From an optimization exercise on the open Yosys and OpenROAD flow, aimed at small area; shortcuts taken in it are not production practice. The RTL was checked by simulation tests, not by an equivalence proof against the original design. Power and IR drop assume default switching activity.

**run.sh**
```bash
#!/bin/bash
# synth_recipe.tcl (not shown) runs the flow's synth.tcl, then flattens the netlist and writes it again
# the make line also repeats each setting of config.mk as NAME=value (left out here)
make -C /OpenROAD-flow-scripts/flow DESIGN_CONFIG=/design/flow/config.mk WORK_HOME=/design/flow/orfs CLKGATE_MAP_FILE= SYNTH_SCRIPT=/design/flow/synth_recipe.tcl finish
```
**config.mk**
```make
export PLATFORM = sky130hd
export DESIGN_NAME = flashmap
export DESIGN_NICKNAME = flashmap
export VERILOG_FILES = /design/flow/design.v
export SDC_FILE = /design/flow/constraint.sdc
export NUM_CORES = 4
export LEC_CHECK = 0
export CAP_MARGIN = 20
export CORE_MARGIN = 2
export CORE_UTILIZATION = 40
export SLEW_MARGIN = 20
```
**constraint.sdc**
```tcl
create_clock -name core_clock -period 7.0 [get_ports {clk}]
set_input_delay 1.4000 -clock core_clock [delete_from_list [all_inputs] [get_ports {clk}]]
set_output_delay 1.4000 -clock core_clock [all_outputs]
set_load 0.01 [all_outputs]
```
**design.v**
```verilog
module flashmap (
    input  wire        clk,
    input  wire        rst,           
    input  wire        cpu_valid,
    input  wire        cpu_we,
    input  wire [15:0] cpu_addr,
    input  wire [7:0]  cpu_wdata,
    output wire        cpu_ready,
    output reg         cpu_rvalid,
    output wire [7:0]  cpu_rdata,
    output wire [18:0] mem_addr,
    output wire        mem_we,
    output wire [7:0]  mem_wdata,
    input  wire [7:0]  mem_rdata,
    output wire [12:0] ram_addr,
    output wire        ram_we,
    output wire [7:0]  ram_wdata,
    input  wire [7:0]  ram_rdata,
    output wire [1:0]  game_slot,
    output wire [2:0]  bank_slot2
);
    localparam [2:0] RESET_BANK2 = 3'd2;
    localparam [1:0] MODE_NONE = 2'd0;
    localparam [1:0] MODE_ID   = 2'd1;
    localparam [1:0] MODE_SE   = 2'd2;
    localparam [1:0] MODE_BP   = 2'd3;
    reg  [1:0]  game_slot_q;
    reg  [2:0]  bank_slot2_q;
    reg  [4:0]  msa0_q, msa1_q, msa2_q;    
    reg  [1:0]  mode_q;
    reg  [2:0]  cnt_bp_q;
    reg  [1:0]  cnt_se_q;
    reg  [1:0]  cnt_id_q;
    reg         erase_busy_q;
    reg  [4:0]  erase_bank_q;
    reg  [13:0] erase_cnt_q;
    reg  [1:0]  rsrc_q;                    
    reg  [7:0]  rconst_q;                  
    localparam [1:0] RSRC_MEM = 2'd0;
    localparam [1:0] RSRC_RAM = 2'd1;
    localparam [1:0] RSRC_CONST = 2'd2;
    wire        accept   = cpu_valid && cpu_ready;
    wire        do_read  = accept && !cpu_we;
    wire        do_write = accept && cpu_we;
    wire [1:0]  window   = cpu_addr[15:14];
    wire        in_rom   = (window != 2'd3);
    wire        addr_5555 = (cpu_addr == 16'h5555);
    wire        addr_2aaa = (cpu_addr == 16'h2AAA);
    wire        is_cmd    = addr_5555 || addr_2aaa;
    wire        wr_low    = do_write && in_rom;
    wire        wr_ram    = do_write && !in_rom;
    reg  [4:0]  win_bank;
    always @(*) begin
        case (window)
            2'd0:    win_bank = msa0_q;
            2'd1:    win_bank = msa1_q;
            default: win_bank = msa2_q;
        endcase
    end
    wire [18:0] xlat_addr = {win_bank, cpu_addr[13:0]};
    reg match_bp;
    always @(*) begin
        case (cnt_bp_q)
            3'd0:    match_bp = addr_5555 && cpu_wdata == 8'hAA;
            3'd1:    match_bp = addr_2aaa && cpu_wdata == 8'h55;
            3'd2:    match_bp = addr_5555 && cpu_wdata == 8'h80;
            3'd3:    match_bp = addr_5555 && cpu_wdata == 8'hAA;
            3'd4:    match_bp = addr_2aaa && cpu_wdata == 8'h55;
            default: match_bp = 1'b0;
        endcase
    end
    reg match_se;
    always @(*) begin
        case (cnt_se_q)
            2'd0:    match_se = addr_5555 && cpu_wdata == 8'hAA;
            2'd1:    match_se = addr_2aaa && cpu_wdata == 8'h55;
            2'd2:    match_se = addr_5555 && cpu_wdata == 8'hA0;
            default: match_se = 1'b0;
        endcase
    end
    reg match_id;
    always @(*) begin
        case (cnt_id_q)
            2'd0:    match_id = addr_5555 && cpu_wdata == 8'hAA;
            2'd1:    match_id = addr_2aaa && cpu_wdata == 8'h55;
            2'd2:    match_id = addr_5555 && cpu_wdata == 8'h90;
            default: match_id = 1'b0;
        endcase
    end
    wire seq_step  = wr_low && is_cmd;
    wire done_bp   = match_bp && cnt_bp_q == 3'd4;
    wire done_se   = match_se && cnt_se_q == 2'd2;
    wire done_id   = match_id && cnt_id_q == 2'd2;
    wire seq_done  = seq_step && (done_bp || done_se || done_id);
    wire consume    = wr_low && !seq_done;
    wire do_program = consume && mode_q == MODE_BP;
    wire [5:0]  erase_sect  = {1'b0, msa2_q} - {4'b0, 2'd2 - window};
    wire        erase_start = consume && mode_q == MODE_SE &&
                              cpu_wdata == 8'h30 && !erase_sect[5];
    always @(posedge clk) begin
        if (rst) begin
            game_slot_q  <= 2'd0;
            bank_slot2_q <= RESET_BANK2;
            msa0_q       <= 5'd0;
            msa1_q       <= 5'd1;
            msa2_q       <= {2'd0, RESET_BANK2};
            mode_q       <= MODE_NONE;
            cnt_bp_q     <= 3'd0;
            cnt_se_q     <= 2'd0;
            cnt_id_q     <= 2'd0;
            erase_busy_q <= 1'b0;
            erase_bank_q <= 5'd0;
            erase_cnt_q  <= 14'd0;
        end else begin
            if (do_write && cpu_addr == 16'hFFFE) begin
                game_slot_q <= cpu_wdata[1:0];
                msa0_q      <= {cpu_wdata[1:0], 3'd0};
                msa1_q      <= {cpu_wdata[1:0], 3'd1};
                msa2_q      <= {cpu_wdata[1:0], bank_slot2_q};
            end
            if (do_write && cpu_addr == 16'hFFFF) begin
                bank_slot2_q <= cpu_wdata[2:0];
                msa2_q       <= {game_slot_q, cpu_wdata[2:0]};
            end
            if (seq_step) begin
                cnt_bp_q <= (match_bp && !done_bp) ? cnt_bp_q + 3'd1 : 3'd0;
                cnt_se_q <= (match_se && !done_se) ? cnt_se_q + 2'd1 : 2'd0;
                cnt_id_q <= (match_id && !done_id) ? cnt_id_q + 2'd1 : 2'd0;
            end
            if (seq_done) begin
                if (done_bp)      mode_q <= MODE_BP;
                else if (done_se) mode_q <= MODE_SE;
                else              mode_q <= MODE_ID;
            end else if (consume) begin
                mode_q <= MODE_NONE;
            end
            if (erase_start) begin
                erase_busy_q <= 1'b1;
                erase_bank_q <= erase_sect[4:0];
                erase_cnt_q  <= 14'd0;
            end else if (erase_busy_q) begin
                erase_cnt_q <= erase_cnt_q + 14'd1;
                if (erase_cnt_q == 14'h3FFF)
                    erase_busy_q <= 1'b0;
            end
        end
    end
    always @(posedge clk) begin
        if (rst)
            cpu_rvalid <= 1'b0;
        else
            cpu_rvalid <= do_read;
    end
    always @(posedge clk) begin
        if (do_read) begin
            if (!in_rom) begin
                rsrc_q <= RSRC_RAM;
            end else if (window == 2'd0 && mode_q == MODE_ID) begin
                rsrc_q <= RSRC_CONST;
                if (cpu_addr == 16'h0000)      rconst_q <= 8'hBF;
                else if (cpu_addr == 16'h0001) rconst_q <= 8'hB7;
                else                           rconst_q <= 8'hFF;
            end else begin
                rsrc_q <= RSRC_MEM;
            end
        end
    end
    assign cpu_rdata = (rsrc_q == RSRC_RAM)   ? ram_rdata :
                       (rsrc_q == RSRC_CONST) ? rconst_q  :
                                                mem_rdata;
    assign cpu_ready  = !erase_busy_q;
    assign mem_addr   = erase_busy_q ? {erase_bank_q, erase_cnt_q} : xlat_addr;
    assign mem_we     = erase_busy_q || do_program;
    assign mem_wdata  = erase_busy_q ? 8'hFF : cpu_wdata;
    assign ram_addr   = cpu_addr[12:0];
    assign ram_we     = wr_ram;
    assign ram_wdata  = cpu_wdata;
    assign game_slot  = game_slot_q;
    assign bank_slot2 = bank_slot2_q;
endmodule
```
==> results.toml <==
[route]
drt_iter0_markers = 122
post_drt_wl_per_cell_um = 15.4
vias_per_cell = 5.20
drcViolationCount = 0
ant_nets = 0
num_vias = 2937
first_pass_iters = 4
drt-total-wl_mm = 8.71

[power_and_ir_drop]
p_leak_uw = 0.00165
vdd_drop_max_mv = 0.0768
power.density_mw_per_mm2 = 131

[logic_synthesis]
synth-seq-cells = 44
synth_edf_count = 4
synth_ff_type = "dfxtp_1"
synthArstFlopShare = 0
synth.distinct_cells = 51
yosysSeqAreaShare = 0.291
synth_cells = 382
synth_fp_nets = 446
synth_area_per_cell_um2 = 8.30
ys_warn_count = 1
netlist_area_mm2 = 0.00317

[global_route]
grt-busiest-layer = "met2"
grt.met2_usage = 0.325
grt_max_degree = 41
grt_pass1_vias = 2760
antenna_found_initial = 0
grt_usage = 0.202
use_met1 = 0.276
overflow = 0
grt_pass1_wl_mm = 14.0
gr-usage-met3 = 0.0419

[worst_setup_path]
cp_max_fo = 11
critPathRequiredTime_ps = 5600
r2r_start = "cnt_se_q[0]"
timing.rr.end = "mode_q[0]"
reg2reg_slack_ps = 4420
cp.arrival_ps = 4790
start_kind = "input port"
worst_r2r_path_depth = 8
end_kind = "primary output"
worst-setup-path-type = "in -> out"

[timing]
layout_min_cycle_time_ps = 6190
skew_ps = 4.42
fin_crit_sh = 0.884
relSlewSlack = 0.452
fin_setup_tns_ps = 0
slew_violations = 0
rsz0062_at_grt = "no"
timing.fmax_ghz = 0.162
tightest_slew_ps = 816
final_hold_viol_count = 0
setup_viol = 0

[placement]
port-buffer-count = 108
placed_area_mm2 = 0.00418
gp_congestion = 0.839
dp_hpwl_mm = 6.61

[floorplanning]
io_pins = 109
die_x_um = 93.0
initial_core_util = 0.412
die-area_mm2 = 0.00865
num_rows = 32
die_h_um = 93.0
fp.coreArea_mm2 = 0.00769

[run]
maxCapViolCount = 0

[clock_network]
cts_root_buf = "clkbuf_8"
path_clk_slew_ps = 80
cts_buffers = 5
post_cts_buffers = 0
cts_tree = "yes"
cts.repair.resized = 0
cts_sinks = 44
holdBufCountCts = 0
clock_path_buffers = 2
htree_levels = 2
clock_latency_ps = 300

[worst_hold_path]
worstHoldPathType = "reg -> reg"
holdPathEnd = "bank_slot2_q[0]"
hp-start = "bank_slot2_q[0]"
hold_depth = 2

[status]
status = "timing/DRC/antenna clean"

[final_layout]
syn_to_final_growth_pct = 35.1
layout_common_cells = "108 x clkdlybuf4s50_1, 51 x nor2_1, 40 x dfxtp_1, 29 x nand2_1, 23 x mux2i_1"
final_area_mm2 = 0.00428
antenna_cells = 0
final_common_cell = "clkdlybuf4s50_1"
nets = 527
fill_cells = 733
drive_above_1_share = 0.0864
-- sequential cells by signal, summed over array words and instances, names as in the netlist --
signal        cells
msa0_q            2
erase_busy_q      1
msa2_q            5
rconst_q          2
cpu_rvalid        1
cnt_id_q          2
mode_q            2
cnt_bp_q          3
bank_slot2_q      3
rsrc_q            2
erase_bank_q      5
erase_cnt_q      14
cnt_se_q          2
-- cell type report --
cell class | instances | area, um2 | share of cell area
sequential | 44 | 921 | 0.215
clock inverter | 1 | 30.0 | 0.00701
clock buffer | 6 | 72.6 | 0.0169
timing repair buffer | 111 | 1100 | 0.258
multi-input combinational | 280 | 1950 | 0.455
tap | 102 | 128 | 0.0298
inverter | 21 | 78.8 | 0.0184
-- metal layers --
layer / vias to the layer above / part of all wire
met1: 1348 / 0.48
met4: 0 / 0.0098
li1: 1487 / -
met5: - / 0
met3: 9 / 0.062
met2: 93 / 0.45
-- cells in the mapped netlist, types with 3 or more instances --
master / count / area share
or2_2: 7 / 0.014
ha_1: 19 / 0.075
mux2i_1: 23 / 0.073
dfxtp_1: 40 / 0.25
nand2b_1: 3 / 0.0059
buf_1: 5 / 0.0059
nor3_1: 6 / 0.0095
a211oi_1: 9 / 0.021
clkbuf_1: 9 / 0.011
nand2_1: 29 / 0.034
buf_4: 21 / 0.050
nand3_1: 11 / 0.017
nor2_1: 51 / 0.060
mux2_2: 14 / 0.050
o21ai_0: 11 / 0.017
xnor2_1: 7 / 0.019
and3_1: 6 / 0.012
nor2b_1: 4 / 0.0079
nand4_1: 14 / 0.028
edfxtp_1: 4 / 0.038
xor2_1: 9 / 0.025
a21oi_1: 20 / 0.032
inv_1: 21 / 0.025
a22oi_1: 3 / 0.0071
-- worst max-delay path, cell delays in order --
cell and delay, ps:
clkdlybuf4s50_1 510, inv_1 100, ha_1 220, or4b_4 500, nor4_2 490, o21ai_1 370
a211oi_1 310, a22oi_1 150, a41o_1 260, clkdlybuf4s50_1 480
-- cells by family after synthesis --
logic type,count (synthesis),share of synthesized area
muxes,37,0.122
xor gates and xnor gates,16,0.0442
AOI/OAI and AO/OA,56,0.119
DFF,44,0.291
adders and majority gates,20,0.0813
buffers and inverters,58,0.0944
and+or+nand+nor,151,0.248
-- stage by stage --
step | power, uW | hold slack (ps) | worst slack (ps) | instances | util
6_report | 561 | 483 | 810 | 565 | 0.557
3_5_place_dp | 377 | 471 | 809 | 558 | 0.544
2_1_floorplan | 312 | 464 | 2340 | 382 | -
5_1_grt | 585 | 489 | 586 | 565 | 0.557
3_3_place_gp | 376 | 465 | 984 | 558 | 0.544
4_1_cts | 567 | 481 | 809 | 565 | 0.557
-- how the worst max path moves through the flow --
stage                  from     end  slack [ps]  depth (start not counted)
3_3_place_gp   cpu_addr[14]  mem_we         980                         10
4_1_cts        cpu_addr[14]  mem_we         810                         10
6_report       cpu_addr[14]  mem_we         810                         10
5_1_grt        cpu_addr[14]  mem_we         590                         10
3_5_place_dp   cpu_addr[14]  mem_we         810                         10
2_1_floorplan  cpu_addr[15]  mem_we        2340                          8
-- where the power goes --
group | total (uW) | switching [uW] | internal, uW
combinational | 115 | 49.1 | 66.1
clock | 190 | 85.5 | 105
sequential | 256 | 1.63 | 254

[afterwards: timing with drivers on the ports]
In the flow no input, the clock included, has a driving cell. The finished layout below was timed again as built, in two steps.
Step 1, drivers: a clkbuf_16 drives clk and a buf_2 each remaining input, both assumed.
Step 2 adds t to the input delays and takes it off the output delays; t is the mean of the earliest and latest rising clock arrival at the registers after step 1. Input paths then give back, and output paths get back, about the clock's delay inside the block.
Slacks: ideal ports / drivers / drivers and shift; pairs: ideal ports / drivers.
shift t [ns]: 0.328
slack for setup (ns): 0.810 / 0.781 / 0.781
worst setup path at the end: input to output
latest minus earliest clock arrival (ns): 0.004 / 0.004
pins driven straight from the clock port: 1
After both steps setup and hold are still met in this run. The setup slack of this run moves by -0.029 ns with the drivers and by -0.029 ns with both steps.
